What follows belongs to an exercise in optimizing a design on an open flow for small area, a short achievable clock period and few clock cycles; a production flow would make more cautious choices.
In this exercise RTL edits were held to simulation tests only and were not proved equivalent to the original.
No activity file was given, so power comes from the tool's default toggle rates.

==> flow/design.v <==
module avchrd (
    input  wire        clk,
    input  wire        rst,
    input  wire        we,
    input  wire [5:0]  waddr,
    input  wire [31:0] wdata,
    input  wire        cmd_valid,
    input  wire [2:0]  cmd,
    input  wire [5:0]  raddr,
    output reg  [31:0] rdata,
    output wire        busy,
    output wire [2:0]  err
);
    localparam [2:0] C_NOP = 3'd0, C_CLR = 3'd1, C_SER = 3'd2, C_DES = 3'd3,
                     C_RND = 3'd4, C_TOTXT = 3'd5, C_FROMTXT = 3'd6;
    localparam [2:0] E_NONE = 3'd0, E_UNDERFLOW = 3'd1, E_MISSING = 3'd2,
                     E_MALFORMED = 3'd3, E_ILLEGAL = 3'd4;
    localparam [1:0] A_ABSENT = 2'd0, A_OK = 2'd1, A_BAD = 2'd2;
    reg        rec_hmv, rec_ffr, rec_tpoc, rec_p2d;
    reg        rec_n_set, rec_k_set, rec_t_set;
    reg [31:0] rec_n, rec_k, rec_t;
    reg [7:0]  ibuf [0:15];
    reg [4:0]  ilen;
    reg [1:0]  ob_form;
    reg        ob_hmv, ob_ffr, ob_tpoc, ob_p2d;
    reg [31:0] ob_n, ob_k, ob_t;
    reg [1:0]  cons;
    reg [2:0]  err_r;
    reg [1:0]  attr_kind [0:6];
    reg        attr_bval [0:6];    
    reg [31:0] attr_ival [1:3];    
    reg        tq_valid;           
    reg        tq_h1, tq_clk, tq_tick, tq_flg;    
    reg [3:0]  tq_pay;             
    reg        tq_c;               
    reg [4:0]  tq_xlen;            
    reg [3:0]  tq_xoff;            
    reg [7:0]  tq [2:15];
    assign busy = 1'b0;
    assign err  = err_r;
    wire acc = cmd_valid;
    wire hwe = we;
    wire        d_ip = ibuf[0][0];
    wire        d_c  = ibuf[1][7];
    wire [7:0]  d_fb = !d_ip ? ibuf[1] : (d_c ? ibuf[14] : ibuf[6]);
    wire [31:0] d_w2 = {ibuf[2], ibuf[3], ibuf[4], ibuf[5]};
    wire [31:0] d_w6 = {ibuf[6], ibuf[7], ibuf[8], ibuf[9]};
    wire [31:0] d_wa = {ibuf[10], ibuf[11], ibuf[12], ibuf[13]};
    wire        d_ok = !d_ip ? (ilen >= 5'd2) :
                       (d_c ? (ilen >= 5'd15) : (ilen >= 5'd7));
    wire       r_h1   = (ilen >= 5'd1);
    wire       r_clk  = d_ip & d_c & (ilen >= 5'd10);
    wire       r_tick = d_ip & (d_c ? (ilen >= 5'd14) : (ilen >= 5'd6));
    wire       r_flg  = !d_ip ? (ilen >= 5'd2) :
                        (d_c ? (ilen >= 5'd15) : (ilen >= 5'd7));
    wire [7:0] r_fb   = d_fb;
    reg  [4:0] r_bp;
    always @* begin
        if (ilen == 5'd0)      r_bp = 5'd0;
        else if (ilen == 5'd1) r_bp = 5'd1;
        else if (!d_ip)        r_bp = 5'd2;
        else if (d_c)          r_bp = (ilen < 5'd10) ? 5'd2 :
                                      (ilen < 5'd14) ? 5'd10 :
                                      (ilen == 5'd14) ? 5'd14 : 5'd15;
        else                   r_bp = (ilen < 5'd6) ? 5'd2 :
                                      (ilen == 5'd6) ? 5'd6 : 5'd7;
    end
    reg [2:0] ft_err;
    integer s;
    always @* begin
        ft_err = E_NONE;
        for (s = 6; s >= 0; s = s - 1) begin
            if (s == 1 || s == 2 || s == 3) begin
                if (attr_kind[s] == A_BAD) ft_err = E_MALFORMED;
            end else begin
                if (attr_kind[s] == A_ABSENT) ft_err = E_MISSING;
                else if (attr_kind[s] != A_OK) ft_err = E_MALFORMED;
            end
        end
    end
    wire wr_n  = hwe & (waddr == 6'h04);
    wire wr_k  = hwe & (waddr == 6'h05);
    wire wr_t  = hwe & (waddr == 6'h06);
    wire c_des = acc & (cmd == C_DES);
    wire c_ftx = acc & (cmd == C_FROMTXT);
    wire ld_nkt = !rst & (c_des | c_ftx);
    always @(posedge clk) begin
        if (!rst & wr_n | ld_nkt)
            rec_n <= ({32{wr_n}} & wdata) | ({32{c_des}} & d_w2) |
                     ({32{c_ftx}} & attr_ival[1]);
        if (!rst & wr_k | ld_nkt)
            rec_k <= ({32{wr_k}} & wdata) | ({32{c_des}} & d_w6) |
                     ({32{c_ftx}} & attr_ival[2]);
        if (!rst & wr_t | ld_nkt)
            rec_t <= ({32{wr_t}} & wdata) | ({32{c_des & d_c}} & d_wa) |
                     ({32{c_des & ~d_c}} & d_w2) | ({32{c_ftx}} & attr_ival[3]);
    end
    wire wr_i1 = hwe & (waddr == 6'h19);
    wire wr_i2 = hwe & (waddr == 6'h1A);
    wire wr_i3 = hwe & (waddr == 6'h1B);
    wire c_tot = !rst & acc & (cmd == C_TOTXT);
    always @(posedge clk) begin
        if (!rst & wr_i1 | c_tot)
            attr_ival[1] <= ({32{wr_i1}} & wdata) | ({32{c_tot}} & rec_n);
        if (!rst & wr_i2 | c_tot)
            attr_ival[2] <= ({32{wr_i2}} & wdata) | ({32{c_tot}} & rec_k);
        if (!rst & wr_i3 | c_tot)
            attr_ival[3] <= ({32{wr_i3}} & wdata) | ({32{c_tot}} & rec_t);
    end
    integer i;
    always @(posedge clk) begin
        if (rst) begin
            rec_hmv <= 1'b0; rec_ffr <= 1'b0; rec_tpoc <= 1'b0; rec_p2d <= 1'b0;
            rec_n_set <= 1'b0; rec_k_set <= 1'b0; rec_t_set <= 1'b0;
            ilen <= 5'd0;
            ob_form <= 2'd0;
            cons <= 2'd0;
            err_r <= E_NONE;
            for (i = 0; i < 7; i = i + 1) attr_kind[i] <= A_ABSENT;
            tq_valid <= 1'b0;
            tq_h1 <= 1'b0; tq_clk <= 1'b0; tq_tick <= 1'b0; tq_flg <= 1'b0;
            tq_pay <= 4'd0;
            tq_xlen <= 5'd0;
        end else begin
            if (hwe) begin
                case (waddr)
                    6'h00: rec_hmv  <= wdata[0];
                    6'h01: rec_ffr  <= wdata[0];
                    6'h02: rec_tpoc <= wdata[0];
                    6'h03: rec_p2d  <= wdata[0];
                    6'h04: rec_n_set <= 1'b1;
                    6'h05: rec_k_set <= 1'b1;
                    6'h06: rec_t_set <= 1'b1;
                    6'h07: begin
                        if (wdata[0]) rec_n_set <= 1'b0;
                        if (wdata[1]) rec_k_set <= 1'b0;
                        if (wdata[2]) rec_t_set <= 1'b0;
                    end
                    6'h08: ilen <= wdata[4:0];
                    6'h10, 6'h11, 6'h12, 6'h13, 6'h14, 6'h15, 6'h16: begin
                        attr_kind[waddr[2:0]] <= wdata[1:0];
                        attr_bval[waddr[2:0]] <= wdata[2];
                    end
                    default: begin
                        if (waddr[5:4] == 2'b11) ibuf[waddr[3:0]] <= wdata[7:0];
                    end
                endcase
            end
            if (acc) begin
                case (cmd)
                    C_NOP: err_r <= E_NONE;
                    C_CLR: begin
                        rec_hmv <= 1'b0; rec_ffr <= 1'b0;
                        rec_tpoc <= 1'b0; rec_p2d <= 1'b0;
                        rec_n_set <= 1'b0; rec_k_set <= 1'b0; rec_t_set <= 1'b0;
                        err_r <= E_NONE;
                    end
                    C_SER: begin
                        ob_form <= !rec_t_set ? 2'd1 : ((rec_n_set & rec_k_set) ? 2'd3 : 2'd2);
                        ob_hmv <= rec_hmv; ob_ffr <= rec_ffr;
                        ob_tpoc <= rec_tpoc; ob_p2d <= rec_p2d;
                        ob_n <= rec_n;
                        ob_k <= rec_k;
                        ob_t <= rec_t;
                        err_r <= E_NONE;
                    end
                    C_DES: begin
                        rec_hmv  <= ibuf[0][7];
                        rec_ffr  <= d_fb[7];
                        rec_tpoc <= d_fb[6];
                        rec_p2d  <= d_fb[5];
                        rec_n_set <= d_ip & d_c;
                        rec_k_set <= d_ip & d_c;
                        rec_t_set <= d_ip;
                        cons <= !d_ip ? 2'd1 : (d_c ? 2'd3 : 2'd2);
                        err_r <= d_ok ? E_NONE : E_UNDERFLOW;
                    end
                    C_RND: begin
                        tq_valid <= 1'b1;
                        tq_h1 <= r_h1; tq_clk <= r_clk;
                        tq_tick <= r_tick; tq_flg <= r_flg;
                        tq_pay <= {r_flg & r_fb[5], r_flg & r_fb[6],
                                   r_flg & r_fb[7], r_h1 & ibuf[0][7]};
                        tq_c <= d_c;
                        tq_xlen <= ilen - r_bp;
                        tq_xoff <= {r_bp == 5'd15, r_bp == 5'd10, r_bp == 5'd7,
                                    r_bp != 5'd15 && r_bp != 5'd10 && r_bp != 5'd7};
                        for (i = 2; i < 16; i = i + 1) tq[i] <= ibuf[i];
                        err_r <= E_NONE;
                    end
                    C_TOTXT: begin
                        attr_kind[0] <= A_OK; attr_bval[0] <= rec_hmv;
                        attr_kind[4] <= A_OK; attr_bval[4] <= rec_ffr;
                        attr_kind[5] <= A_OK; attr_bval[5] <= rec_tpoc;
                        attr_kind[6] <= A_OK; attr_bval[6] <= rec_p2d;
                        attr_kind[1] <= rec_n_set ? A_OK : A_ABSENT;
                        attr_kind[2] <= rec_k_set ? A_OK : A_ABSENT;
                        attr_kind[3] <= rec_t_set ? A_OK : A_ABSENT;
                        err_r <= E_NONE;
                    end
                    C_FROMTXT: begin
                        rec_hmv  <= attr_bval[0];
                        rec_ffr  <= attr_bval[4];
                        rec_tpoc <= attr_bval[5];
                        rec_p2d  <= attr_bval[6];
                        rec_n_set <= (attr_kind[1] == A_OK);
                        rec_k_set <= (attr_kind[2] == A_OK);
                        rec_t_set <= (attr_kind[3] == A_OK);
                        err_r <= ft_err;
                    end
                    default: err_r <= E_ILLEGAL;
                endcase
            end
        end
    end
    wire        ob_w0 = (ob_form == 2'd1);
    wire        ob_w1 = (ob_form == 2'd2);
    wire        ob_w2 = (ob_form == 2'd3);
    wire        ob_ip = ob_form[1];
    wire [7:0]  ob_fb = {ob_ffr, ob_tpoc, ob_p2d, 5'h1F};
    wire [7:0]  ob0 = (ob_form != 2'd0) ? {ob_hmv, 6'h3F, ob_ip} : 8'd0;
    wire [7:0]  ob1 = ob_w0 ? ob_fb : (ob_w1 ? 8'h7F : (ob_w2 ? 8'hFF : 8'd0));
    wire [31:0] ob_a = ({32{ob_w2}} & ob_n) | ({32{ob_w1}} & ob_t);
    wire [31:0] ob_word0 = {ob0, ob1, ob_a[31:16]};
    wire [31:0] ob_word1 = {ob_a[15:0],
                            ob_w1 ? ob_fb : (ob_w2 ? ob_k[31:24] : 8'd0),
                            ob_w2 ? ob_k[23:16] : 8'd0};
    wire [31:0] ob_word2 = ob_w2 ? {ob_k[15:0], ob_t[31:16]} : 32'd0;
    wire [31:0] ob_word3 = ob_w2 ? {ob_t[15:0], ob_fb, 8'd0} : 32'd0;
    wire [3:0]  olen = ob_w0 ? 4'd2 : (ob_w1 ? 4'd7 : (ob_w2 ? 4'd15 : 4'd0));
    wire [3:0]  consumed = (cons == 2'd1) ? 4'd2 : ((cons == 2'd2) ? 4'd7 :
                           ((cons == 2'd3) ? 4'd15 : 4'd0));
    reg  [7:0] xb [0:15];
    integer j;
    always @* begin
        for (j = 0; j < 16; j = j + 1) begin
            xb[j] = 8'd0;
            if (j < 14)  xb[j] = xb[j] | ({8{tq_xoff[0]}} & tq[2 + j]);
            if (j < 9)   xb[j] = xb[j] | ({8{tq_xoff[1]}} & tq[7 + j]);
            if (j < 3)   xb[j] = xb[j] | ({8{tq_xoff[2]}} & tq[10 + j]);
            if (j == 0)  xb[j] = xb[j] | ({8{tq_xoff[3]}} & tq[15]);
            if (j >= tq_xlen) xb[j] = 8'd0;
        end
    end
    wire [6:0] t_mask = {tq_valid, tq_flg, tq_flg, tq_flg, tq_tick, tq_clk, tq_h1};
    wire [5:0] t_pay  = {tq_pay[3:1], 2'b00, tq_pay[0]};
    wire [31:0] t_n = tq_clk ? {tq[2], tq[3], tq[4], tq[5]} : 32'd0;
    wire [31:0] t_k = tq_clk ? {tq[6], tq[7], tq[8], tq[9]} : 32'd0;
    wire [31:0] t_t = !tq_tick ? 32'd0 :
                      (tq_c ? {tq[10], tq[11], tq[12], tq[13]} : {tq[2], tq[3], tq[4], tq[5]});
    wire [63:0] rsel = 64'd1 << raddr;
    wire [31:0] rv_00 = {31'd0, rec_hmv};
    wire [31:0] rv_01 = {31'd0, rec_ffr};
    wire [31:0] rv_02 = {31'd0, rec_tpoc};
    wire [31:0] rv_03 = {31'd0, rec_p2d};
    wire [31:0] rv_04 = rec_n_set ? rec_n : 32'd0;
    wire [31:0] rv_05 = rec_k_set ? rec_k : 32'd0;
    wire [31:0] rv_06 = rec_t_set ? rec_t : 32'd0;
    wire [31:0] rv_07 = {29'd0, rec_t_set, rec_k_set, rec_n_set};
    wire [31:0] rv_08 = {27'd0, ilen};
    wire [31:0] rv_09 = {28'd0, olen};
    wire [31:0] rv_0a = {28'd0, consumed};
    wire [31:0] rv_0c = ob_word0;
    wire [31:0] rv_0d = ob_word1;
    wire [31:0] rv_0e = ob_word2;
    wire [31:0] rv_0f = ob_word3;
    wire [31:0] rv_10 = {29'd0, (attr_kind[0] == A_OK) & attr_bval[0], attr_kind[0]};
    wire [31:0] rv_11 = {30'd0, attr_kind[1]};
    wire [31:0] rv_12 = {30'd0, attr_kind[2]};
    wire [31:0] rv_13 = {30'd0, attr_kind[3]};
    wire [31:0] rv_14 = {29'd0, (attr_kind[4] == A_OK) & attr_bval[4], attr_kind[4]};
    wire [31:0] rv_15 = {29'd0, (attr_kind[5] == A_OK) & attr_bval[5], attr_kind[5]};
    wire [31:0] rv_16 = {29'd0, (attr_kind[6] == A_OK) & attr_bval[6], attr_kind[6]};
    wire [31:0] rv_19 = (attr_kind[1] == A_OK) ? attr_ival[1] : 32'd0;
    wire [31:0] rv_1a = (attr_kind[2] == A_OK) ? attr_ival[2] : 32'd0;
    wire [31:0] rv_1b = (attr_kind[3] == A_OK) ? attr_ival[3] : 32'd0;
    wire [31:0] rv_20 = {25'd0, t_mask};
    wire [31:0] rv_21 = {26'd0, t_pay};
    wire [31:0] rv_22 = t_n;
    wire [31:0] rv_23 = t_k;
    wire [31:0] rv_24 = t_t;
    wire [31:0] rv_25 = {27'd0, tq_xlen};
    wire [31:0] rv_28 = {xb[0],  xb[1],  xb[2],  xb[3]};
    wire [31:0] rv_29 = {xb[4],  xb[5],  xb[6],  xb[7]};
    wire [31:0] rv_2a = {xb[8],  xb[9],  xb[10], xb[11]};
    wire [31:0] rv_2b = {xb[12], xb[13], xb[14], xb[15]};
    wire [31:0] rv_30 = {24'd0, ibuf[0]};
    wire [31:0] rv_31 = {24'd0, ibuf[1]};
    wire [31:0] rv_32 = {24'd0, ibuf[2]};
    wire [31:0] rv_33 = {24'd0, ibuf[3]};
    wire [31:0] rv_34 = {24'd0, ibuf[4]};
    wire [31:0] rv_35 = {24'd0, ibuf[5]};
    wire [31:0] rv_36 = {24'd0, ibuf[6]};
    wire [31:0] rv_37 = {24'd0, ibuf[7]};
    wire [31:0] rv_38 = {24'd0, ibuf[8]};
    wire [31:0] rv_39 = {24'd0, ibuf[9]};
    wire [31:0] rv_3a = {24'd0, ibuf[10]};
    wire [31:0] rv_3b = {24'd0, ibuf[11]};
    wire [31:0] rv_3c = {24'd0, ibuf[12]};
    wire [31:0] rv_3d = {24'd0, ibuf[13]};
    wire [31:0] rv_3e = {24'd0, ibuf[14]};
    wire [31:0] rv_3f = {24'd0, ibuf[15]};
    always @* begin
        rdata = 32'd0;
        rdata = rdata | ({32{rsel[0]}} & rv_00);
        rdata = rdata | ({32{rsel[1]}} & rv_01);
        rdata = rdata | ({32{rsel[2]}} & rv_02);
        rdata = rdata | ({32{rsel[3]}} & rv_03);
        rdata = rdata | ({32{rsel[4]}} & rv_04);
        rdata = rdata | ({32{rsel[5]}} & rv_05);
        rdata = rdata | ({32{rsel[6]}} & rv_06);
        rdata = rdata | ({32{rsel[7]}} & rv_07);
        rdata = rdata | ({32{rsel[8]}} & rv_08);
        rdata = rdata | ({32{rsel[9]}} & rv_09);
        rdata = rdata | ({32{rsel[10]}} & rv_0a);
        rdata = rdata | ({32{rsel[12]}} & rv_0c);
        rdata = rdata | ({32{rsel[13]}} & rv_0d);
        rdata = rdata | ({32{rsel[14]}} & rv_0e);
        rdata = rdata | ({32{rsel[15]}} & rv_0f);
        rdata = rdata | ({32{rsel[16]}} & rv_10);
        rdata = rdata | ({32{rsel[17]}} & rv_11);
        rdata = rdata | ({32{rsel[18]}} & rv_12);
        rdata = rdata | ({32{rsel[19]}} & rv_13);
        rdata = rdata | ({32{rsel[20]}} & rv_14);
        rdata = rdata | ({32{rsel[21]}} & rv_15);
        rdata = rdata | ({32{rsel[22]}} & rv_16);
        rdata = rdata | ({32{rsel[25]}} & rv_19);
        rdata = rdata | ({32{rsel[26]}} & rv_1a);
        rdata = rdata | ({32{rsel[27]}} & rv_1b);
        rdata = rdata | ({32{rsel[32]}} & rv_20);
        rdata = rdata | ({32{rsel[33]}} & rv_21);
        rdata = rdata | ({32{rsel[34]}} & rv_22);
        rdata = rdata | ({32{rsel[35]}} & rv_23);
        rdata = rdata | ({32{rsel[36]}} & rv_24);
        rdata = rdata | ({32{rsel[37]}} & rv_25);
        rdata = rdata | ({32{rsel[40]}} & rv_28);
        rdata = rdata | ({32{rsel[41]}} & rv_29);
        rdata = rdata | ({32{rsel[42]}} & rv_2a);
        rdata = rdata | ({32{rsel[43]}} & rv_2b);
        rdata = rdata | ({32{rsel[48]}} & rv_30);
        rdata = rdata | ({32{rsel[49]}} & rv_31);
        rdata = rdata | ({32{rsel[50]}} & rv_32);
        rdata = rdata | ({32{rsel[51]}} & rv_33);
        rdata = rdata | ({32{rsel[52]}} & rv_34);
        rdata = rdata | ({32{rsel[53]}} & rv_35);
        rdata = rdata | ({32{rsel[54]}} & rv_36);
        rdata = rdata | ({32{rsel[55]}} & rv_37);
        rdata = rdata | ({32{rsel[56]}} & rv_38);
        rdata = rdata | ({32{rsel[57]}} & rv_39);
        rdata = rdata | ({32{rsel[58]}} & rv_3a);
        rdata = rdata | ({32{rsel[59]}} & rv_3b);
        rdata = rdata | ({32{rsel[60]}} & rv_3c);
        rdata = rdata | ({32{rsel[61]}} & rv_3d);
        rdata = rdata | ({32{rsel[62]}} & rv_3e);
        rdata = rdata | ({32{rsel[63]}} & rv_3f);
    end
endmodule
==> flow/flow/run.sh <==
#!/bin/bash
# Standard layout, with sizing not limited to cells of the same footprint,
# the port buffers made of a plain buffer cell instead of a delay buffer, and
# a clock tree with larger sink clusters and no dummy loads.
set -euo pipefail
bash standard.sh MATCH_CELL_FOOTPRINT=0 \
    "BUFFER_PORTS_ARGS=-buffer_cell sky130_fd_sc_hd__buf_2" \
    "CTS_ARGS=-sink_clustering_enable -repair_clock_nets -dont_use_dummy_load -sink_clustering_size 30 -sink_clustering_max_diameter 70" \
    finish > standard.log 2>&1
==> flow/standard.sh <==
#!/bin/bash
# synth_recipe.tcl (not shown) runs the flow's synth.tcl, then flattens the netlist and writes it again
# the make line also repeats each setting of config.mk as NAME=value (left out here)
make -C /OpenROAD-flow-scripts/flow DESIGN_CONFIG=/design/flow/config.mk WORK_HOME=/design/flow/orfs CLKGATE_MAP_FILE= SYNTH_SCRIPT=/design/flow/synth_recipe.tcl "${@:-finish}"
==> flow/config.mk <==
export PLATFORM = sky130hd
export DESIGN_NAME = avchrd
export DESIGN_NICKNAME = avchrd
export VERILOG_FILES = /design/flow/design.v
export SDC_FILE = /design/flow/constraint.sdc
export NUM_CORES = 4
export LEC_CHECK = 0
export CAP_MARGIN = 20
export CELL_PAD_IN_SITES_DETAIL_PLACEMENT = 0
export CELL_PAD_IN_SITES_GLOBAL_PLACEMENT = 1
export CORE_MARGIN = 2
export CORE_UTILIZATION = 45
export SETUP_SLACK_MARGIN = 2.6
export SLEW_MARGIN = 20
==> flow/constraint.sdc <==
create_clock -name core_clock -period 8.0 [get_ports {clk}]
set_input_delay 1.6000 -clock core_clock [delete_from_list [all_inputs] [get_ports {clk}]]
set_output_delay 1.6000 -clock core_clock [all_outputs]
set_load 0.01 [all_outputs]
==> results of run 1 <==
[worst max-delay path by stage]
stage                 to  startpoint  cells after the start
6_report       rdata[12]  tq_xlen[2]                      7
5_1_grt        rdata[10]    raddr[0]                      9
4_1_cts        rdata[28]    raddr[2]                      8
3_5_place_dp   rdata[28]    raddr[0]                      8
3_3_place_gp    rdata[4]    raddr[0]                      8
2_1_floorplan     ob_ffr      cmd[1]                      4
[cell families after synthesis]
group,Yosys count,share of synthesized area (%)
AND/OR/NAND/NOR,667,12.8
AO/OA/AOI/OAI,633,18.4
flip-flops,588,60.6
buffers and inverters,297,4.31
multiplexers,97,3.53
adder cells (fa/ha/maj),6,0.280
XOR/XNOR,2,0.0613
other,1,0.0131
[power breakdown]
part	total, mW	internal, mW	leakage, nW	switching (mW)
clock	2.05	0.951	0.530	1.10
combinational	0.363	0.102	5.47	0.261
sequential	3.42	3.38	5.37	0.0452
[state kept, by name, summed over array words and instances (netlist names), 5 cells and up]
name       flops
ilen           5
tq           112
ibuf         128
ob_t          32
attr_ival     96
ob_n          32
ob_k          32
rec_n         32
rec_k         32
tq_xlen        5
attr_kind     14
rec_t         32
[worst reg2reg max path: stages (launching register included)]
cell and delay, ps:
sky130_fd_sc_hd__edfxtp_1 700, sky130_fd_sc_hd__nor2b_1 300, sky130_fd_sc_hd__o31a_1 140, sky130_fd_sc_hd__or2_2 310, sky130_fd_sc_hd__a21o_1 170, sky130_fd_sc_hd__ha_1 210
sky130_fd_sc_hd__fa_1 440, sky130_fd_sc_hd__inv_1 80, sky130_fd_sc_hd__a21o_1 120, sky130_fd_sc_hd__a21oi_1 70, sky130_fd_sc_hd__xnor2_1 120, sky130_fd_sc_hd__a211oi_1 230
[layout by cell type, fill, tap and decap left out, types with 45 or more instances in the layout]
cell type                   count
sky130_fd_sc_hd__inv_1         89
sky130_fd_sc_hd__mux2i_1       76
sky130_fd_sc_hd__nand3_1      160
sky130_fd_sc_hd__buf_2         79
sky130_fd_sc_hd__edfxtp_1     555
sky130_fd_sc_hd__nand2_1       93
sky130_fd_sc_hd__nor2_1       100
sky130_fd_sc_hd__a22oi_1       97
sky130_fd_sc_hd__nand4_1       63
sky130_fd_sc_hd__a222oi_1     104
sky130_fd_sc_hd__clkbuf_16     45
sky130_fd_sc_hd__a22o_1       117
sky130_fd_sc_hd__buf_4        117
[timing repair]
item,in CTS,in global routing
resized for setup,118,26
gates cloned,3,3
setup endpoints to repair,32,24
buffers inserted,20,29
pin swaps,14,10
[cell type report]
| cell class | count | area (um2) |
|---|---|---|
| diodes | 7 | 17.5 |
| well taps | 846 | 1060 |
| multi-input cells | 1410 | 10700 |
| flip-flops and latches | 588 | 17300 |
| inverters | 89 | 334 |
| repair buffers | 223 | 1770 |
| fillers | 5573 | 30700 |
| clock buffers | 43 | 1080 |
[metal layers]
layer / GRT usage [%] / up-vias / routed length, um
li1: - / 9469 / -
met1: 62.2 / 12700 / 57100
met2: 64.6 / 2734 / 63400
met3: 18.2 / 550 / 25500
met4: 24.0 / 4 / 10700
met5: 0 / - / 30
==> insert_results.sql, run 1 <==
INSERT INTO impl_metrics (metric_group, metric, value, unit) VALUES
('run_status', 'status', 'timing/DRC/antenna clean', ''),
('worst_hold_path', 'path_category_of_the_worst_min_delay_check', 'flip-flop to flip-flop', ''),
('timing', 'slew_violations', '0', ''),
('timing', 'finalSetupViolations', '0', ''),
('flow_run', 'drv.max_cap_violation_count', '0', ''),
('timing', 'count_of_final_hold_check_violations', '0', ''),
('die', 'floorplan.initialDensity', '45.4', '%'),
('finish', 'flow.area_growth_from_synthesis', '12.8', '%'),
('finish', 'num-nets-final', '2411', ''),
('critical_path', 'critical_path.reg2reg.startpoint', 'ibuf[0][0]', ''),
('routing', 'first_iter_violations', '5852', ''),
('die', 'die_w', '256', 'um'),
('clock_network', 'clock_sinks', '588', ''),
('worst_hold_path', 'min_delay_worst_endpoint', 'tq[14][2]', ''),
('yosys', 'yosysMostFrequentCell', 'sky130_fd_sc_hd__edfxtp_1', ''),
('die', 'rows', '92', ''),
('power_and_ir_drop', 'final_total_power', '5.83', 'mW'),
('finish', 'layout.cells.non_filler', '3206', ''),
('timing', 'period_needed', '5530', 'ps'),
('yosys', 'top_cells_by_instance_count_after_synthesis', 'sky130_fd_sc_hd__edfxtp_1, sky130_fd_sc_hd__nand3_1, sky130_fd_sc_hd__clkbuf_1, sky130_fd_sc_hd__a22o_1, sky130_fd_sc_hd__nor2_1', ''),
('yosys', 'ys_warn_count', '4', ''),
('global_routing', 'groute.usage.overall', '46.3', '%'),
('yosys', 'post_synth_num_cell_types', '88', ''),
('timing', 'actual_transition_at_the_worst_max_transition_pin', '1260', 'ps'),
('finish', 'layout.core_utilization', '51.2', '%'),
('finish', 'post_route_cells_drive_above_1_share', '17.6', '%'),
('place', 'dpl.hpwl', '105', 'mm'),
('worst_hold_path', 'min_from', 'ibuf[14][2]', ''),
('power_and_ir_drop', 'powerDensity', '181', 'mW/mm2'),
('global_routing', 'pin_count_of_the_biggest_net_entering_global_routing', '67', ''),
('global_routing', 'number_of_global_route_vias_before_repair', '23400', ''),
('routing', 'routed_wl', '157', 'mm'),
('critical_path', 'setup.worst_path.class', 'flip-flop to output port', ''),
('critical_path', 'timing.critical_path.cells', 'a2111oi_0, nor4_2, buf_4, a221o_1, a2111oi_1, nand4b_1, buf_2', ''),
('routing', 'detail_route.wl_per_cell', '48.9', 'um'),
('global_routing', 'global_route.overflow_total', '0', ''),
('routing', 'number_of_vias_in_the_routed_layout', '25500', ''),
('global_routing', 'antenna_found_initial', '5', ''),
('critical_path', 'rr_endpoint', 'tq_xlen[4]', ''),
('routing', 'vias_per_cell', '7.95', ''),
('clock_network', 'cts-root-to-sink-buffers', '3', ''),
('global_routing', 'first_pass_grt_wire_length', '207', 'mm'),
('timing', 'final_cycle_utilization_of_the_critical_path', '69.1', '%'),
('yosys', 'post_synth_inst_count', '2291', ''),
('timing', 'finalWorstSetupSlack', '2470', 'ps'),
('yosys', 'number_of_synthesized_flops_with_an_enable_pin', '555', ''),
('critical_path', 'worst_ep_required_time', '6400', 'ps'),
('yosys', 'synth_top_area_share', '58.3', '%'),
('yosys', 'synth_top_flop_cell', 'sky130_fd_sc_hd__edfxtp_1', ''),
('clock_network', 'number_of_h_tree_levels', '2', ''),
('yosys', 'net_count_of_the_mapped_netlist', '2347', ''),
('power_and_ir_drop', 'cellLeakagePower', '11.4', 'nW'),
('die', 'design.die.area', '0.0656', 'mm2'),
('clock_network', 'cts_buffers', '43', ''),
('clock_network', 'clock_tree_from_tritoncts', 'built', ''),
('die', 'core_area', '0.0630', 'mm2'),
('clock_network', 'postCtsHoldBufs', '0', ''),
('clock_network', 'clk_pin_slew_worst_paths', '80', 'ps'),
('place', 'buffer_ports.inserted', '85', ''),
('yosys', 'syn_area_per_cell', '12.5', 'um2'),
('yosys', 'seq_area_frac_synth', '60.6', '%'),
('timing', 'hold_slack', '446', 'ps'),
('routing', 'detail_route.drc_violations', '0', ''),
('routing', 'postRouteAntennaNets', '0', ''),
('clock_network', 'worst_skew_pair.late_latency', '620', 'ps'),
('critical_path', 'ff2ff_setup_slack', '5040', 'ps'),
('finish', 'postLayoutCellArea', '0.0323', 'mm2'),
('worst_hold_path', 'worstHoldPathCells', '0', ''),
('critical_path', 'cp_slowest_cell', 'sky130_fd_sc_hd__a2111oi_0', ''),
('critical_path', 'ff2ff_path_depth', '11', ''),
('routing', 'drt_pass1_iterations', '10', '');
Testbench counts, summed over its fixed seeds: cycles 46,172.
==> run 2: changes to the inputs <==
--- a/flow/config.mk
+++ b/flow/config.mk
@@ -8,7 +8,7 @@
 export CAP_MARGIN = 20
-export CELL_PAD_IN_SITES_DETAIL_PLACEMENT = 0
-export CELL_PAD_IN_SITES_GLOBAL_PLACEMENT = 1
+export CELL_PAD_IN_SITES_DETAIL_PLACEMENT = 1
+export CELL_PAD_IN_SITES_GLOBAL_PLACEMENT = 2
 export CORE_MARGIN = 2
 export CORE_UTILIZATION = 45
-export SETUP_SLACK_MARGIN = 2.6
+export SETUP_SLACK_MARGIN = 2.8
 export SLEW_MARGIN = 20
==> run 2 against run 1 <==
Net effect:
- still clean on timing, DRC and antenna
- sequential power about the same
- via count up 2.5%
- worst setup slack better by 130 ps
- non-clock buffer count up 87
- critical path depth up 1
- register-to-register slack worse by 420 ps
- synthesized area unchanged
- fmax up 2.3%
- highest routed layer unchanged
==> insert_results.sql, run 2 <==
INSERT INTO impl_metrics (metric_group, metric, value, unit) VALUES
('routing', 'vias_per_cell', '7.95', ''),
('die', 'die_w', '256', 'um'),
('yosys', 'fraction_of_registers_with_async_set_or_reset_after_synthesis', '0', '%'),
('yosys', 'synth_top_flop_cell', 'sky130_fd_sc_hd__edfxtp_1', ''),
('finish', 'mostFrequentLayoutCells', 'sky130_fd_sc_hd__edfxtp_1, sky130_fd_sc_hd__buf_4, sky130_fd_sc_hd__nand3_1, sky130_fd_sc_hd__a22o_1, sky130_fd_sc_hd__a222oi_1', ''),
('yosys', 'synth.top_cells.by_area', 'sky130_fd_sc_hd__edfxtp_1, sky130_fd_sc_hd__a222oi_1, sky130_fd_sc_hd__a22o_1, sky130_fd_sc_hd__nand3_1, sky130_fd_sc_hd__mux2i_1', ''),
('global_routing', 'grt.met1_usage', '63.4', '%'),
('timing', 'actual_transition_at_the_worst_max_transition_pin', '1260', 'ps'),
('clock_network', 'postCtsHoldBufs', '0', ''),
('timing', 'fmaxAchievable', '0.185', 'GHz'),
('global_routing', 'groute.usage.overall', '47.9', '%'),
('critical_path', 'setup.worst_path.class', 'input pin to output port', ''),
('critical_path', 'timing.critical_path.cells', 'buf_16, buf_12, nand2b_1, nor3_2, a32oi_1, o22ai_1, or4_4, buf_2', ''),
('clock_network', 'clk_pin_slew_worst_paths', '80', 'ps'),
('finish', 'flow.area_growth_from_synthesis', '18.1', '%'),
('timing', 'rsz0062_at_grt', 'yes', ''),
('timing', 'count_of_final_hold_check_violations', '0', ''),
('routing', 'detail_route.drc_violations', '0', ''),
('clock_network', 'cts.root.buffer_cell', 'sky130_fd_sc_hd__clkbuf_16', ''),
('yosys', 'yosysMostFrequentCell', 'sky130_fd_sc_hd__edfxtp_1', ''),
('die', 'floorplan.initialDensity', '45.4', '%'),
('global_routing', 'antenna_found_initial', '13', ''),
('critical_path', 'sort_of_element_at_the_start_of_the_critical_path', 'input pin', ''),
('timing', 'finalSetupViolations', '0', ''),
('finish', 'largest_register_ff_count', '128', ''),
('power_and_ir_drop', 'p_seq_share', '58.4', '%'),
('critical_path', 'cp_slowest_cell', 'sky130_fd_sc_hd__nor3_2', ''),
('worst_hold_path', 'worstHoldPathCells', '0', ''),
('critical_path', 'worst_ep_required_time', '6400', 'ps'),
('clock_network', 'cts_buffers', '42', ''),
('yosys', 'ys_warn_count', '4', ''),
('global_routing', 'global_routing_s_busiest_layer', 'met2', ''),
('finish', 'layout.core_utilization', '53.6', '%'),
('routing', 'detail_route.wl_per_cell', '49.3', 'um'),
('global_routing', 'pin_count_of_the_biggest_net_entering_global_routing', '118', ''),
('global_routing', 'grtUsageMet2', '67.4', '%'),
('finish', 'num-nets-final', '2493', ''),
('flow_run', 'drv.max_cap_violation_count', '0', ''),
('timing', 'slew_violations', '0', ''),
('power_and_ir_drop', 'internal-power', '4.44', 'mW'),
('place', 'place_congestion', '1.01', ''),
('critical_path', 'cp.buffers_inverters', '3', ''),
('yosys', 'seq_area_frac_synth', '60.6', '%'),
('finish', 'mostFrequentLayoutCell', 'sky130_fd_sc_hd__edfxtp_1', ''),
('worst_hold_path', 'min_from', 'ibuf[15][0]', ''),
('place', 'dpl_cell_area', '0.0303', 'mm2'),
('die', 'design.die.area', '0.0656', 'mm2'),
('timing', 'hold_slack', '438', 'ps'),
('place', 'dpl.hpwl', '108', 'mm'),
('timing', 'finalClockSkew', '42.0', 'ps'),
('power_and_ir_drop', 'final_total_power', '5.86', 'mW'),
('yosys', 'number_of_synthesized_flops_with_an_enable_pin', '555', ''),
('timing', 'finalSetupTns', '0', 'ps'),
('timing', 'slew-limit-headroom', '16.0', '%'),
('critical_path', 'cp.arrival', '3800', 'ps'),
('die', 'num_io_pins', '87', ''),
('clock_network', 'number_of_h_tree_levels', '2', ''),
('power_and_ir_drop', 'cellLeakagePower', '12.1', 'nW'),
('clock_network', 'cts-root-to-sink-buffers', '3', ''),
('die', 'chipHeight', '256', 'um'),
('die', 'rows', '92', ''),
('critical_path', 'critical-path-max-stage-delay', '600', 'ps'),
('routing', 'routed_wl', '162', 'mm'),
('yosys', 'top_cells_by_instance_count_after_synthesis', 'sky130_fd_sc_hd__edfxtp_1, sky130_fd_sc_hd__nand3_1, sky130_fd_sc_hd__clkbuf_1, sky130_fd_sc_hd__a22o_1, sky130_fd_sc_hd__nor2_1', ''),
('critical_path', 'ff2ff_path_depth', '13', ''),
('critical_path', 'ff2ff_setup_slack', '4620', 'ps'),
('routing', 'number_of_vias_in_the_routed_layout', '26100', ''),
('finish', 'post_route_cells_drive_above_1_share', '21.9', '%'),
('critical_path', 'timing.critical_path.fanout_max', '8', ''),
('yosys', 'synth_top_area_share', '58.3', '%'),
('clock_network', 'clock_tree_from_tritoncts', 'built', ''),
('yosys', 'yosys_register_bits', '588', ''),
('yosys', 'syn_area_per_cell', '12.5', 'um2'),
('finish', 'postLayoutCellArea', '0.0338', 'mm2'),
('timing', 'period_needed', '5400', 'ps'),
('critical_path', 'setup.worst_path.start', 'raddr[0]', ''),
('clock_network', 'worst_skew_pair.late_latency', '630', 'ps'),
('yosys', 'net_count_of_the_mapped_netlist', '2347', ''),
('critical_path', 'critPathTopFamily', 'simple AND/OR/NAND/NOR gates', ''),
('routing', 'postRouteAntennaNets', '0', ''),
('worst_hold_path', 'path_category_of_the_worst_min_delay_check', 'flip-flop to flip-flop', ''),
('power_and_ir_drop', 'vdd_drop_max', '0.140', 'mV'),
('place', 'buffer_ports.inserted', '85', ''),
('clock_network', 'clock_sinks', '588', ''),
('critical_path', 'critical_path.endpoint_type', 'output port', ''),
('critical_path', 'critical_path.reg2reg.startpoint', 'ibuf[1][7]', ''),
('routing', 'drt_pass1_iterations', '8', ''),
('power_and_ir_drop', 'switching_power', '1.42', 'mW'),
('critical_path', 'rr_endpoint', 'tq_xlen[4]', ''),
('power_and_ir_drop', 'power.share.clock', '34.6', '%'),
('global_routing', 'number_of_global_route_vias_before_repair', '24600', ''),
('global_routing', 'global_route.overflow_total', '0', ''),
('worst_hold_path', 'min_delay_worst_endpoint', 'tq[15][0]', ''),
('yosys', 'post_synth_instance_area', '0.0286', 'mm2'),
('power_and_ir_drop', 'power.share.combinational', '7.1', '%'),
('power_and_ir_drop', 'power.switching_fraction', '24.2', '%'),
('yosys', 'post_synth_num_cell_types', '88', ''),
('power_and_ir_drop', 'powerDensity', '174', 'mW/mm2'),
('routing', 'first_iter_violations', '5607', ''),
('global_routing', 'grt.met3_usage', '18.4', '%'),
('run_status', 'status', 'timing/DRC/antenna clean', ''),
('yosys', 'post_synth_inst_count', '2291', ''),
('yosys', 'yosysTopAreaCell', 'sky130_fd_sc_hd__edfxtp_1', ''),
('global_routing', 'first_pass_grt_wire_length', '215', 'mm'),
('die', 'core_area', '0.0630', 'mm2'),
('timing', 'final_cycle_utilization_of_the_critical_path', '67.5', '%');
[run 2: cell counts after synthesis]
Identical to the previous run, type by type.
[run 2: final cells by class]
cell class	instances	area (um2)
diodes	5	12.5
clock buffers	42	1050
fillers	6342	29200
inverters	89	334
multi-input cells	1406	10900
flip-flops and latches	588	17300
well taps	846	1060
repair buffers	310	3050
[run 2: power by group through the flow]
stage | clock network, mW | registers (mW) | logic (mW)
global placement | 0 | 3.48 | 0.314
finish | 2.03 | 3.42 | 0.415
global route | 2.09 | 3.42 | 0.417
floorplan | 0 | 3.46 | 0.156
detailed placement | 0 | 3.48 | 0.320
CTS | 2.00 | 3.42 | 0.372
[run 2: metrics by stage]
stage | instances | setup WS [ps]
5_1_grt | 3283 | 2660
2_1_floorplan | 2291 | 3080
3_5_place_dp | 3116 | 1220
6_report | 3286 | 2600
4_1_cts | 3232 | 2670
3_3_place_gp | 3116 | 1300
[run 2: repair_timing]
item / CTS / global route
gates resized for setup: 227 / 48
endpoints found under the hold margin: 0 / 0
gates cloned: 14 / 4
endpoints found under the setup margin: 32 / 31
pin swaps: 50 / 36
setup buffers: 60 / 45
[run 2: cell families after synthesis]
family,count (synthesis),share of synthesized area (%)
and+or+nand+nor,667,12.8
AOI/OAI and AO/OA,633,18.4
DFF,588,60.6
buffers and inverters,297,4.31
muxes,97,3.53
adders and majority gates,6,0.280
xor gates and xnor gates,2,0.0613
other,1,0.0131
[run 2: worst max-delay path by stage]
stage           endpoint  slack (ps)  depth (start not counted)
3_3_place_gp    rdata[5]        1300                          8
3_5_place_dp    rdata[5]        1220                          8
2_1_floorplan   rdata[2]        3080                          8
6_report        rdata[3]        2600                          8
5_1_grt         rdata[4]        2660                         10
4_1_cts        rdata[12]        2670                          9
[run 2: routing by layer]
metal / wire length (um) / up-vias
li1: - / 9624
met1: 57100 / 13100
met2: 66400 / 2787
met3: 27200 / 596
met4: 11400 / 6
met5: 43 / -
==> run 3: changes to the inputs <==
--- a/flow/config.mk
+++ b/flow/config.mk
@@ -12,3 +12,3 @@
 export CORE_UTILIZATION = 45
-export SETUP_SLACK_MARGIN = 2.8
+export SETUP_SLACK_MARGIN = 2.5
 export SLEW_MARGIN = 20
==> run 3 against run 2 <==
Net effect:
- worst setup slack got worse by 230 ps
- combinational power fell by 17%
- cell count decreased by 3.8%
- highest routed layer unchanged
- largest power group unchanged
- power decreased by 1.3%
- clock power about the same
- sequential power barely moved
- core utilization shrank 3.3 points
==> insert_results.sql, run 3 <==
INSERT INTO impl_metrics (metric_group, metric, value, unit) VALUES
('global_routing', 'number_of_global_route_vias_before_repair', '23900', ''),
('power_and_ir_drop', 'vdd_drop_max', '0.142', 'mV'),
('clock_network', 'cts-root-to-sink-buffers', '3', ''),
('global_routing', 'groute.usage.overall', '46.6', '%'),
('power_and_ir_drop', 'internal-power', '4.40', 'mW'),
('critical_path', 'ff2ff_setup_slack', '5130', 'ps'),
('clock_network', 'clock_tree_from_tritoncts', 'built', ''),
('power_and_ir_drop', 'switching_power', '1.39', 'mW'),
('timing', 'finalClockSkew', '64.1', 'ps'),
('die', 'core_area', '0.0630', 'mm2'),
('timing', 'count_of_final_hold_check_violations', '0', ''),
('finish', 'num-nets-final', '2369', ''),
('global_routing', 'antenna_found_initial', '12', ''),
('yosys', 'seq_area_frac_synth', '60.6', '%'),
('worst_hold_path', 'path_category_of_the_worst_min_delay_check', 'flip-flop to flip-flop', ''),
('yosys', 'synthSimpleGateAreaFrac', '12.8', '%'),
('timing', 'rsz0062_at_grt', 'yes', ''),
('finish', 'largest_register_ff_count', '128', ''),
('clock_network', 'postCtsHoldBufs', '0', ''),
('critical_path', 'timing.critical_path.depth', '7', ''),
('routing', 'first_iter_violations', '5104', ''),
('yosys', 'top_cells_by_instance_count_after_synthesis', 'sky130_fd_sc_hd__edfxtp_1, sky130_fd_sc_hd__nand3_1, sky130_fd_sc_hd__clkbuf_1, sky130_fd_sc_hd__a22o_1, sky130_fd_sc_hd__nor2_1', ''),
('place', 'place.detailed.instances', '3108', ''),
('run_status', 'status', 'timing/DRC/antenna clean', ''),
('critical_path', 'critical_path.reg2reg.startpoint', 'ibuf[1][7]', ''),
('timing', 'fmaxAchievable', '0.178', 'GHz'),
('place', 'dpl_cell_area', '0.0302', 'mm2'),
('yosys', 'synthXorXnorAreaFrac', '0.0613', '%'),
('clock_network', 'number_of_h_tree_levels', '2', ''),
('finish', 'postLayoutCellArea', '0.0317', 'mm2'),
('critical_path', 'cp.arrival', '4030', 'ps'),
('timing', 'finalSetupViolations', '0', ''),
('yosys', 'yosysMostFrequentCell', 'sky130_fd_sc_hd__edfxtp_1', ''),
('yosys', 'largest_family_of_logic_cells_by_synthesized_area', 'compound AO/OA/AOI/OAI gates', ''),
('timing', 'finalWorstSetupSlack', '2370', 'ps'),
('critical_path', 'cp_slowest_cell', 'sky130_fd_sc_hd__nor4_2', ''),
('power_and_ir_drop', 'power.switching_fraction', '24.0', '%'),
('routing', 'routed_wl', '156', 'mm'),
('critical_path', 'setup.worst_path.start', 'raddr[0]', ''),
('die', 'die_w', '256', 'um'),
('timing', 'finalSetupTns', '0', 'ps'),
('critical_path', 'critical-path-max-stage-delay', '920', 'ps'),
('timing', 'period_needed', '5630', 'ps'),
('routing', 'detail_route.drc_violations', '0', ''),
('die', 'rows', '92', ''),
('finish', 'fill_cells', '6365', ''),
('global_routing', 'first_pass_grt_wire_length', '210', 'mm'),
('critical_path', 'setup.worst_path.class', 'input pin to output port', ''),
('routing', 'detail_route.wl_per_cell', '49.4', 'um'),
('clock_network', 'cts.root.buffer_cell', 'sky130_fd_sc_hd__clkbuf_16', ''),
('yosys', 'number_of_synthesized_flops_with_an_enable_pin', '555', ''),
('global_routing', 'global_route.overflow_total', '0', ''),
('critical_path', 'critPathTopFamily', 'simple AND/OR/NAND/NOR gates', ''),
('finish', 'flow.area_growth_from_synthesis', '10.8', '%'),
('yosys', 'synth-compound-area-share', '18.4', '%'),
('critical_path', 'timing.critical_path.cells', 'buf_12, or4b_4, nor4_2, a221o_1, a2111oi_1, nand4b_1, buf_2', ''),
('power_and_ir_drop', 'powerDensity', '183', 'mW/mm2'),
('critical_path', 'sort_of_element_at_the_start_of_the_critical_path', 'input pin', ''),
('critical_path', 'critical_path.endpoint_type', 'output port', ''),
('yosys', 'post_synth_instance_area', '0.0286', 'mm2'),
('critical_path', 'critical_path.endpoint', 'rdata[12]', ''),
('yosys', 'fraction_of_registers_with_async_set_or_reset_after_synthesis', '0', '%'),
('yosys', 'post_synth_num_cell_types', '88', ''),
('power_and_ir_drop', 'p_seq_share', '59.2', '%'),
('yosys', 'synth.top_cells.by_area', 'sky130_fd_sc_hd__edfxtp_1, sky130_fd_sc_hd__a222oi_1, sky130_fd_sc_hd__a22o_1, sky130_fd_sc_hd__nand3_1, sky130_fd_sc_hd__mux2i_1', ''),
('power_and_ir_drop', 'power.share.combinational', '5.9', '%'),
('clock_network', 'clock_sinks', '588', ''),
('timing', 'slew_violations', '0', ''),
('finish', 'mostFrequentLayoutCell', 'sky130_fd_sc_hd__edfxtp_1', ''),
('yosys', 'ys_warn_count', '4', ''),
('critical_path', 'cp.buffers_inverters', '2', ''),
('critical_path', 'ff2ff_path_depth', '12', ''),
('yosys', 'synth_top_area_share', '58.3', '%'),
('yosys', 'synth.mux.area_fraction', '3.53', '%'),
('routing', 'vias_per_cell', '8.01', ''),
('routing', 'number_of_vias_in_the_routed_layout', '25300', ''),
('finish', 'mostFrequentLayoutCells', 'sky130_fd_sc_hd__edfxtp_1, sky130_fd_sc_hd__nand3_1, sky130_fd_sc_hd__a22o_1, sky130_fd_sc_hd__a222oi_1', ''),
('die', 'design.die.area', '0.0656', 'mm2'),
('power_and_ir_drop', 'cellLeakagePower', '11.1', 'nW'),
('timing', 'actual_transition_at_the_worst_max_transition_pin', '1230', 'ps'),
('yosys', 'post_synth_inst_count', '2291', ''),
('critical_path', 'rr_endpoint', 'tq_xlen[4]', ''),
('timing', 'final_cycle_utilization_of_the_critical_path', '70.4', '%'),
('die', 'num_io_pins', '87', ''),
('place', 'place_congestion', '1.02', ''),
('global_routing', 'pin_count_of_the_biggest_net_entering_global_routing', '118', ''),
('finish', 'layout.cells.non_filler', '3162', ''),
('clock_network', 'worst_skew_pair.late_latency', '630', 'ps'),
('place', 'dpl.hpwl', '108', 'mm'),
('critical_path', 'timing.critical_path.fanout_max', '28', ''),
('power_and_ir_drop', 'power.share.clock', '34.9', '%'),
('yosys', 'synth_top_flop_cell', 'sky130_fd_sc_hd__edfxtp_1', ''),
('clock_network', 'cts_buffers', '42', ''),
('yosys', 'synth_fa_ha_area_share', '0.280', '%'),
('yosys', 'yosysTopAreaCell', 'sky130_fd_sc_hd__edfxtp_1', ''),
('die', 'chipHeight', '256', 'um'),
('timing', 'slew-limit-headroom', '17.7', '%'),
('routing', 'postRouteAntennaNets', '0', ''),
('routing', 'drt_pass1_iterations', '9', ''),
('place', 'pre_cts_slack', '1440', 'ps'),
('finish', 'post_route_cells_drive_above_1_share', '15.1', '%'),
('yosys', 'net_count_of_the_mapped_netlist', '2347', '');
[run 3: stage by stage]
step	util (%)	power, mW
finish	50.3	5.78
CTS	50.1	5.74
global placement	47.9	3.80
global route	50.3	5.86
floorplan	-	3.62
detailed placement	48.0	3.80
[run 3: power groups by stage]
stage / Sequential [mW] / Combinational (mW) / Clock, mW
finish: 3.42 / 0.343 / 2.02
global route: 3.42 / 0.346 / 2.10
CTS: 3.42 / 0.323 / 2.00
detailed placement: 3.49 / 0.314 / 0
global placement: 3.49 / 0.309 / 0
floorplan: 3.46 / 0.156 / 0
[run 3: worst min path at each step]
stage	from	endpoint	slack, ps
2_1_floorplan	ibuf[14][2]	tq[14][2]	420
3_3_place_gp	ibuf[15][5]	tq[15][5]	430
3_5_place_dp	ibuf[14][0]	tq[14][0]	440
4_1_cts	ibuf[14][0]	tq[14][0]	460
5_1_grt	ibuf[14][0]	tq[14][0]	480
6_report	ibuf[14][0]	tq[14][0]	460
[run 3: cell type report]
cell class                      instances  area [um2]  area share (%)
Antenna cell                            5        12.5          0.0395
Clock buffer                           42        1050            3.32
Inverter                               89         334            1.05
Multi-Input combinational cell       1407       10500            33.2
Sequential cell                       588       17300            54.7
Tap cell                              846        1060            3.34
Timing Repair Buffer                  185        1360            4.29
[run 3: cell families (layout without fill, tap and decap cells)]
family / count (synthesis) / after routing
multiplexers: 97 / 97
AND/OR/NAND/NOR: 667 / 668
buffers and inverters: 297 / 316
XOR/XNOR: 2 / 2
flip-flops: 588 / 588
other: 1 / 6
adder cells (fa/ha/maj): 6 / 6
AO/OA/AOI/OAI: 633 / 633
[run 3: layer usage]
metal	up-vias	GRT usage [%]	part of all wire, %
met5	-	2.34	0.15
met1	12900	63.7	37
met4	6	22.9	6.5
met2	2532	66.2	41
li1	9378	-	-
met3	511	15.1	15
[run 3: repair_timing]
action	in CTS	in global routing
buffers inserted	4	1
setup endpoints to repair	32	17
resized for setup	89	20
cloned	0	1
pin swaps	9	8

[re-timing with driven ports]
How much do the figures lean on ideal ports? The routed layouts below were timed once more, with nothing changed but the port constraints. Step 1 assumes that a clkbuf_16 drives the clock port and a buf_2 every other input. Step 2 adds t to the input delays and takes it off the output delays; t is the mean of the earliest and latest rising clock arrival at the registers after step 1. Input paths then give back, and output paths get back, about the clock's delay inside the block. a / b / c = ideal / step 1 / step 2; a / b = the first two.
run	shift t [ns]	setup slack, ns	worst setup path at the end	clock arrival spread, ns	pins driven straight from the clock port
run 1	0.672	2.473 / 2.401 / 2.449	input to output	0.051 / 0.051	1
run 2	0.679	2.598 / 2.440 / 2.440	input to output	0.052 / 0.052	1
run 3	0.671	2.372 / 2.315 / 2.315	input to output	0.072 / 0.072	1
After both steps setup and hold are still met in every run listed. The setup slack of run 2, which loses most, moves by -0.158 ns with the drivers and by -0.158 ns with both steps.
